From an optimization exercise on the open Yosys and OpenROAD flow, aimed at small area and a short achievable clock period; shortcuts taken in it are not production practice.
No activity file was given, so power comes from the tool's default toggle rates.

==> flow/design.v (excerpt) <==
module frame_codec (
    input  wire        clk,
    input  wire        rst,           
    input  wire        cmd_valid,
    input  wire [7:0]  cmd_op,
    input  wire [7:0]  cmd_arg,       
    input  wire [63:0] cmd_value,     
    output reg         resp_valid,
    output wire [7:0]  resp_status,
    output wire [63:0] resp_data,
    output reg         pay_valid,
    output reg  [7:0]  pay_byte,
    output wire [15:0] frm_version,
    output wire [15:0] frm_flags,
    output wire [63:0] frm_sequence,
    output wire [63:0] frm_reserved
);
Size: about 440 flip-flops, roughly 330 I/O pins, about 0.025 mm² of cells after synthesis.
export LEC_CHECK = 0
export CAP_MARGIN = 20
export CORE_MARGIN = 2
export CORE_UTILIZATION = 40
export CTS_BUF_LIST = sky130_fd_sc_hd__clkbuf_4 sky130_fd_sc_hd__clkbuf_8
export SETUP_SLACK_MARGIN = 2.4
export SLEW_MARGIN = 20
create_clock -name core_clock -period 5.0 [get_ports {clk}]
standard.sh (not shown) runs the stock make flow with config.mk's settings and CLKGATE_MAP_FILE= SYNTH_SCRIPT=/design/flow/synth_recipe.tcl, a recipe that flattens the netlist after the stock synthesis.
==> flow/flow/run.sh <==
#!/bin/bash
set -euo pipefail
bash standard.sh finish "BUFFER_PORTS_ARGS=-buffer_cell sky130_fd_sc_hd__buf_2" > make.log 2>&1
Then changed:
--- a/flow/design.v
+++ b/flow/design.v
@@ -58,14 +58,12 @@
     reg [31:0] crc_acc;
     reg [1:0]  st;
     reg [12:0] cnt;               
     reg        fresh;             
     reg        zb;                
     reg        l35;               
-    reg        l34;               
-    reg        zc;                
     reg        r3;                
     reg        pe;                
     reg        chk_magic_bad, chk_ver_bad, chk_size_bad, chk_size_zero;
     reg        err_nz;            
     reg [1:0]  err_lo;
     reg [31:0] rx_crc;            
@@ -117,20 +115,13 @@
     wire [31:0] crc_field_q = {h_crc[23:0], 8'h00} ^ 32'hf0958fd9 ^
         ({32{b[0]}} & 32'hdb710641) ^ ({32{b[1]}} & 32'h6d930ac3) ^
         ({32{b[2]}} & 32'hdb261586) ^ ({32{b[3]}} & 32'h6d3d2d4d) ^
         ({32{b[4]}} & 32'hda7a5a9a) ^ ({32{b[5]}} & 32'h6f85b375) ^
         ({32{b[6]}} & 32'hdf0b66ea) ^ ({32{b[7]}} & 32'h6567cb95);
     wire        ok_pay   = ({rx_crc[31:8], rx_crc[7:0] ^ b} == h_crc);
-    wire [31:0] v34      = rx_m ^ {b, h_crc[15:0], 8'h00} ^ 32'hf0958fd9;   
-    wire [23:0] v34_l3   = ({24{v34[0]}} & 24'h073096) ^ ({24{v34[1]}} & 24'h0e612c) ^
-                           ({24{v34[2]}} & 24'h6dc419) ^ ({24{v34[3]}} & 24'hdb8832) ^
-                           ({24{v34[4]}} & 24'hb71064) ^ ({24{v34[5]}} & 24'h6e20c8) ^
-                           ({24{v34[6]}} & 24'hdc4190) ^ ({24{v34[7]}} & 24'hb88320);
-    wire        zc_next  = (v34[31:8] == v34_l3);
-    wire [31:0] t_vlo    = crc_t(rx_crc[7:0] ^ 8'hd9);
-    wire        ok_zero  = zc & (t_vlo[31:24] == b);
+    wire        ok_zero  = (rx_crc == crc_field_q);
     wire v_big = (|cmd_value[63:13]) | (cmd_value[12] & (|cmd_value[11:0]));
     wire [12:0] v_max = v_big ? 13'd4096 : cmd_value[12:0];
     wire r_cfg_ok = (cmd_arg[7:2] == 6'd0);                   
     wire r_rd_ok  = r_cfg_ok | (cmd_arg == 8'h04) | (cmd_arg == 8'h10) | (cmd_arg == 8'h11);
     wire [5:0]  hdr_count   = in_pay ? 6'd36 : c6;
     wire [21:0] status_view = {hdr_count, 3'b000, err_nz, 2'b00, err_lo, 6'd0, st};
@@ -207,14 +198,12 @@
             endcase
         end
         if (in_hdr && c6 == 6'd17)
             h_big <= |b[7:5];
         if (cv && op_rx_byte && in_hdr && c6 >= 6'd18 && c6 <= 6'd23)
             h_big <= h_big | (|b);
-        if (cv && op_rx_byte && l34)
-            zc <= zc_next;
         if (cv && op_rx_byte && last35)
             h_crc <= crc_field_q;
         if (cv && op_rx_byte && rsy3) begin
             if (win_match)
                 h_magic[31:24] <= b;
             else
@@ -248,22 +237,22 @@
                 if (cmd_arg == 8'h03) crc_acc   <= cmd_value[31:0];
             end
             if (op_rx_start) begin
                 st     <= S_HEADER;
                 cnt    <= 13'd0;
                 fresh  <= 1'b1;
-                {zb, l35, l34, r3, pe} <= 5'b00000;
+                {zb, l35, r3, pe} <= 4'b0000;
                 err_nz <= 1'b0;
                 err_lo <= 2'd0;
                 rs     <= R_OK;
             end
             if (op_rx_eos) begin
                 st    <= S_CLOSED;
                 cnt   <= 13'd0;
                 fresh <= 1'b1;
-                {zb, l35, l34, r3, pe} <= 5'b00000;
+                {zb, l35, r3, pe} <= 4'b0000;
                 rs    <= R_CLOSED;
             end
             if (op_rx_byte) begin
                 if (!in_cls)
                     rx_crc <= rx_next;
                 if (in_cls) begin
@@ -294,13 +283,13 @@
                             r3    <= 1'b0;
                             st    <= S_HEADER;
                         end
                     end else if (last35) begin
                         cnt   <= 13'd0;
                         fresh <= 1'b1;
-                        {zb, l35, l34} <= 3'b000;
+                        {zb, l35} <= 2'b00;
                         if (magic_bad) begin
                             st <= S_RESYNC; err_nz <= 1'b1; err_lo <= 2'd0; rs <= R_INV_HDR;
                         end else if (ver_bad) begin
                             st <= S_RESYNC; err_nz <= 1'b1; err_lo <= 2'd1; rs <= R_BAD_VER;
                         end else if (size_bad) begin
                             st <= S_RESYNC; err_nz <= 1'b1; err_lo <= 2'd2; rs <= R_TOO_LARGE;
@@ -317,13 +306,12 @@
                         end
                     end else begin
                         cnt   <= {7'd0, c6 + 6'd1};
                         fresh <= 1'b0;
                         zb    <= in_hdr & (c6 >= 6'd31);
                         l35   <= in_hdr & (c6 == 6'd34);
-                        l34   <= in_hdr & (c6 == 6'd33);
                         r3    <= in_rsy & (c6 == 6'd2);
                     end
                 end
             end
         end
         if (rst) begin
@@ -331,13 +319,13 @@
             cfg_ver    <= 16'd1;
             cfg_max    <= 13'd4096;
             crc_acc    <= 32'hFFFFFFFF;
             st         <= S_HEADER;
             cnt        <= 13'd0;
             fresh      <= 1'b1;
-            {zb, l35, l34, r3, pe} <= 5'b00000;
+            {zb, l35, r3, pe} <= 4'b0000;
             err_nz     <= 1'b0;
             err_lo     <= 2'd0;
             resp_valid <= 1'b0;
             pay_valid  <= 1'b0;
         end
     end
The new run passed the timing, DRC and antenna checks.
First-iteration DRC count rises by 14%.
Core utilization rises by 1.2 points.
Clock power rises by about 3%.
Power rises by 1.3%.
Cell area falls by 1.1%.
Register-to-register slack gains 230 ps.
Via count falls by 2.4%.
Count of clock-buffer cells in the layout rises by 8.
No run of this note included a check of the RTL's function; only the layout flow was run.

static timing again, ports no longer ideal:
The results above use ideal ports. As a check the final layouts listed here were re-extracted and re-timed, cells and wires unchanged.
Step 1, drivers: a clkbuf_16 drives clk and a buf_2 each remaining input, both assumed.
Step 2, shift: input delay + t, output delay - t, t = (earliest + latest rising clock arrival at the registers) / 2. This alone moves slack from input paths to output paths.
a / b / c = no drivers / after step 1 / after step 2; a / b = the first two.
run	t, ns	setup slack, ns	worst hold slack (ns)	worst data-port slew with drivers (ns)
the first run	0.746	1.931 / 1.931 / 1.523	0.473 / 0.473 / 0.473	0.14
the second run	0.760	2.060 / 2.040 / 1.281	0.473 / 0.473 / 0.473	0.14
After both steps setup and hold are still met in every run listed. For the second run, which loses most, drivers alone change the setup slack by -0.020 ns; drivers and shift together by -0.779 ns.
